Source: an optimization exercise on an open RTL-to-GDS flow (aim: small area). Production flows keep margins and buffers that such runs may drop. Only simulation tests tie the RTL to the original design; equivalence was not proved. The clock input has no modelled driver; a real chip could not lean on it and would need a root buffer or a full tree. No activity file was given, so power comes from the tool's default toggle rates.

## rev 12
Design sdes12_engine, start of the top module:
module sdes12_engine (
    input  wire        clk,
    input  wire        rst,
    input  wire        cmd_valid,
    input  wire [31:0] cmd,
    output wire        cmd_ready,
    output wire [31:0] status,
    output wire [11:0] result
);
    localparam [3:0] S_FIN  = 4'h0;    
    localparam [3:0] S_KG   = 4'h1;    
    localparam [3:0] S_EW   = 4'h2;    
    localparam [3:0] S_DW   = 4'h3;    
    localparam [3:0] S_WR   = 4'h4;    
    localparam [3:0] S_IRD  = 4'h5;    
    localparam [3:0] S_SBE  = 4'h6;    
    localparam [3:0] S_SBS  = 4'h7;    
    localparam [3:0] S_IRF  = 4'h8;    
    localparam [3:0] S_IRN  = 4'h9;    
    localparam [3:0] S_SW   = 4'hA;    
    localparam [3:0] S_DR   = 4'hB;    
    function [7:0] expand;
        input [5:0] h;
        expand = {h[5], h[4], h[2], h[3], h[2], h[3], h[1], h[0]};
    endfunction
    function [2:0] s1;
        input [3:0] j;
        case (j)
            4'd0:  s1 = 3'd5;  4'd1:  s1 = 3'd2;  4'd2:  s1 = 3'd1;  4'd3:  s1 = 3'd6;
            4'd4:  s1 = 3'd3;  4'd5:  s1 = 3'd4;  4'd6:  s1 = 3'd7;  4'd7:  s1 = 3'd0;
            4'd8:  s1 = 3'd1;  4'd9:  s1 = 3'd4;  4'd10: s1 = 3'd6;  4'd11: s1 = 3'd2;
  ...
Size in the first run: ~120 flip-flops, roughly 80 I/O pins, about 0.0046 mm^2 of cells after synthesis.
export LEC_CHECK = 0
export CAP_MARGIN = 20
export CORE_MARGIN = 2
export CORE_UTILIZATION = 70
export SLEW_MARGIN = 20
create_clock -name core_clock -period 10.0 [get_ports {clk}]
standard.sh (not shown) runs the stock make flow with config.mk's settings and CLKGATE_MAP_FILE= SYNTH_SCRIPT=/design/flow/synth_recipe.tcl, a recipe that flattens the netlist after the stock synthesis.
==> flow/flow/run.sh <==
#!/bin/bash
# Own layout flow: the standard ORFS flow (standard.sh) with these
# layout choices changed:
#  - synthesis: the ABC mapping step uses an area script (flow/area.abc),
#    run once per seed in MY_ABC_SEEDS keeping the smallest result, and no
#    adder extraction; everything else, including the registers, is
#    the standard synthesis (synth_recipe.tcl);
#  - port buffers use the smallest buffer cell (buf_1);
#  - clock tree: a one-level tree of MCTS_GROUPS clkbuf_16 buffers, each
#    driving a placement cluster of flip-flops (flow/manual_cts.tcl),
#    instead of TritonCTS's H-tree;
#  - one tie cell drives all constant outputs (no per-port tie copies);
#  - timing-driven global placement does not keep its trial buffering
#    (GPL_KEEP_OVERFLOW=0); repair_design still fixes real slew/cap limits.
# Every tool's output goes to the ORFS logs under orfs/logs and to
# flow_make.log in the work folder.
set -euo pipefail
W=$(pwd)
F=$W/flow
{ cat "$F/abc_override.tcl"; cat "$W/synth_recipe.tcl"; } > "$W/own_synth.tcl"
export MY_ABC_SCRIPT=$F/area.abc
export MY_ABC_SEEDS="1 2 3 4 5 6 7 8"
export ADDER_MAP_FILE=
export SKIP_REPAIR_TIE_FANOUT=1
export GPL_KEEP_OVERFLOW=0
export BUFFER_PORTS_ARGS="-buffer_cell sky130_fd_sc_hd__buf_1"
export PRE_CTS_TCL=$F/manual_cts.tcl
export MCTS_GROUPS=4 MCTS_BUF=sky130_fd_sc_hd__clkbuf_16 MCTS_CLK=clk MCTS_ROOT=
sed "s#SYNTH_SCRIPT=[^ ]*#SYNTH_SCRIPT=$W/own_synth.tcl#" "$W/standard.sh" > "$W/own_standard.sh"
bash "$W/own_standard.sh" > "$W/flow_make.log" 2>&1
==> flow/flow/area.abc <==
strash
&get -n
&deepsyn -T 60 -S SEED
&nf -R 1000 -p -F 8 -A 4
&put
==> flow/flow/manual_cts.tcl <==
# Pre-CTS hook: replace TritonCTS with a one-level clock tree. The clock
# sinks are split into MCTS_GROUPS groups of about equal size by recursive
# median cuts of their placement, and each group gets its own clock buffer
# (MCTS_BUF) placed at the group's centroid, driven from the clock port or,
# when MCTS_ROOT names a cell, from one root buffer of that cell.
proc mcts_split {pins n axis} {
  if {$n <= 1 || [llength $pins] < 2} { return [list $pins] }
  set keyed {}
  foreach p $pins {
    set loc [[sta::sta_to_db_pin $p] getAvgXY]
    lappend keyed [list [lindex $loc [expr {$axis + 1}]] $p]
  }
  set keyed [lsort -integer -index 0 $keyed]
  set half [expr {$n / 2}]
  set cut [expr {([llength $keyed] * $half) / $n}]
  set a {}; set b {}
  set i 0
  foreach kp $keyed {
    if {$i < $cut} { lappend a [lindex $kp 1] } else { lappend b [lindex $kp 1] }
    incr i
  }
  set na [expr {1 - $axis}]
  return [concat [mcts_split $a $half $na] [mcts_split $b [expr {$n - $half}] $na]]
}

proc clock_tree_synthesis {args} {
  set ngroups $::env(MCTS_GROUPS)
  set buf $::env(MCTS_BUF)
  set clk_net [get_nets $::env(MCTS_CLK)]
  set sinks {}
  foreach p [get_pins -of_objects $clk_net] {
    if {[get_property $p direction] == "input"} { lappend sinks $p }
  }
  puts "manual CTS: [llength $sinks] sinks, $ngroups groups of $buf"
  set groups [mcts_split $sinks $ngroups 0]
  set gi 0
  foreach g $groups {
    set sx 0; set sy 0
    foreach p $g {
      set loc [[sta::sta_to_db_pin $p] getAvgXY]
      set sx [expr {$sx + [lindex $loc 1]}]
      set sy [expr {$sy + [lindex $loc 2]}]
    }
    set dbu [[ord::get_db_block] getDbUnitsPerMicron]
    set cx [expr {double($sx) / [llength $g] / $dbu}]
    set cy [expr {double($sy) / [llength $g] / $dbu}]
    puts "manual CTS: group $gi: [llength $g] sinks at ($cx, $cy)"
    insert_buffer -buffer_cell $buf -net $clk_net -load_pins $g \
      -location [list $cx $cy] -buffer_name mcts_buf_$gi -net_name mcts_clk_$gi
    incr gi
  }
  if {[info exists ::env(MCTS_ROOT)] && $::env(MCTS_ROOT) != ""} {
    # one root buffer between the clock port and the group buffers
    set loads {}
    set sx 0; set sy 0
    foreach p [get_pins -of_objects $clk_net] {
      if {[get_property $p direction] != "input"} { continue }
      lappend loads $p
      set loc [[sta::sta_to_db_pin $p] getAvgXY]
      set sx [expr {$sx + [lindex $loc 1]}]
      set sy [expr {$sy + [lindex $loc 2]}]
    }
    set dbu [[ord::get_db_block] getDbUnitsPerMicron]
    set cx [expr {double($sx) / [llength $loads] / $dbu}]
    set cy [expr {double($sy) / [llength $loads] / $dbu}]
    puts "manual CTS: root $::env(MCTS_ROOT) at ($cx, $cy)"
    insert_buffer -buffer_cell $::env(MCTS_ROOT) -net $clk_net -load_pins $loads \
      -location [list $cx $cy] -buffer_name mcts_root -net_name mcts_clk_root
  }
}
Other scripts of this flow, unchanged in this note and not shown: flow/flow/abc_override.tcl
Setup changes, rev 12 to rev 13
diff --git a/flow/flow/run.sh b/flow/flow/run.sh
--- a/flow/flow/run.sh
+++ b/flow/flow/run.sh
@@ -9 +9 @@
-#  - clock tree: a one-level tree of MCTS_GROUPS clkbuf_16 buffers, each
+#  - clock tree: a one-level tree of MCTS_GROUPS buf_12 buffers, each
@@ -28 +28 @@
-export MCTS_GROUPS=4 MCTS_BUF=sky130_fd_sc_hd__clkbuf_16 MCTS_CLK=clk MCTS_ROOT=
+export MCTS_GROUPS=4 MCTS_BUF=sky130_fd_sc_hd__buf_12 MCTS_CLK=clk MCTS_ROOT=
==> flow/flow/area.abc <==
strash
&get -n
&deepsyn -T 75 -S SEED
&nf -R 1000 -p -F 8 -A 4
&put
Rev 13: share of cell area taken by multi-input logic gates 0.25 points above rev 12. Power drawn by the clock network went down by a few percent going from rev 12 to rev 13. Internal power summed over all cells (lower): rev 13. [rev 13] number of standard cells after synthesis fell 11 relative to rev 12.
In every run of this note, the design's own scripts or RTL, not TritonCTS, make the clock network.

[re-timing with driven ports]
Ports are ideal in the flow. The routed layouts listed here were re-timed in OpenROAD.
Step 1 (the two cells are an assumption about what drives the block):
set clk [get_ports {clk}]
set_driving_cell -lib_cell sky130_fd_sc_hd__clkbuf_16 $clk
set_driving_cell -lib_cell sky130_fd_sc_hd__buf_2 [delete_from_list [all_inputs] $clk]
Step 2 also shifts input and output timing later by t, the mid clock arrival at the registers, as if the neighbouring blocks saw the same clock.
a / b / c = ideal / step 1 / step 2; a / b = the first two.
run	t (ns)	setup WS [ns]	worst setup path at the end	clock arrival spread, ns
rev 12	0.249	4.130 / 4.191 / 3.942	input to register	0.016 / 0.016
rev 13	0.228	4.637 / 4.704 / 4.475	input to register	0.019 / 0.019
After both steps every run listed still meets setup and hold. For rev 12, which loses most, drivers alone change the setup slack by +0.061 ns; drivers and shift together by -0.188 ns.
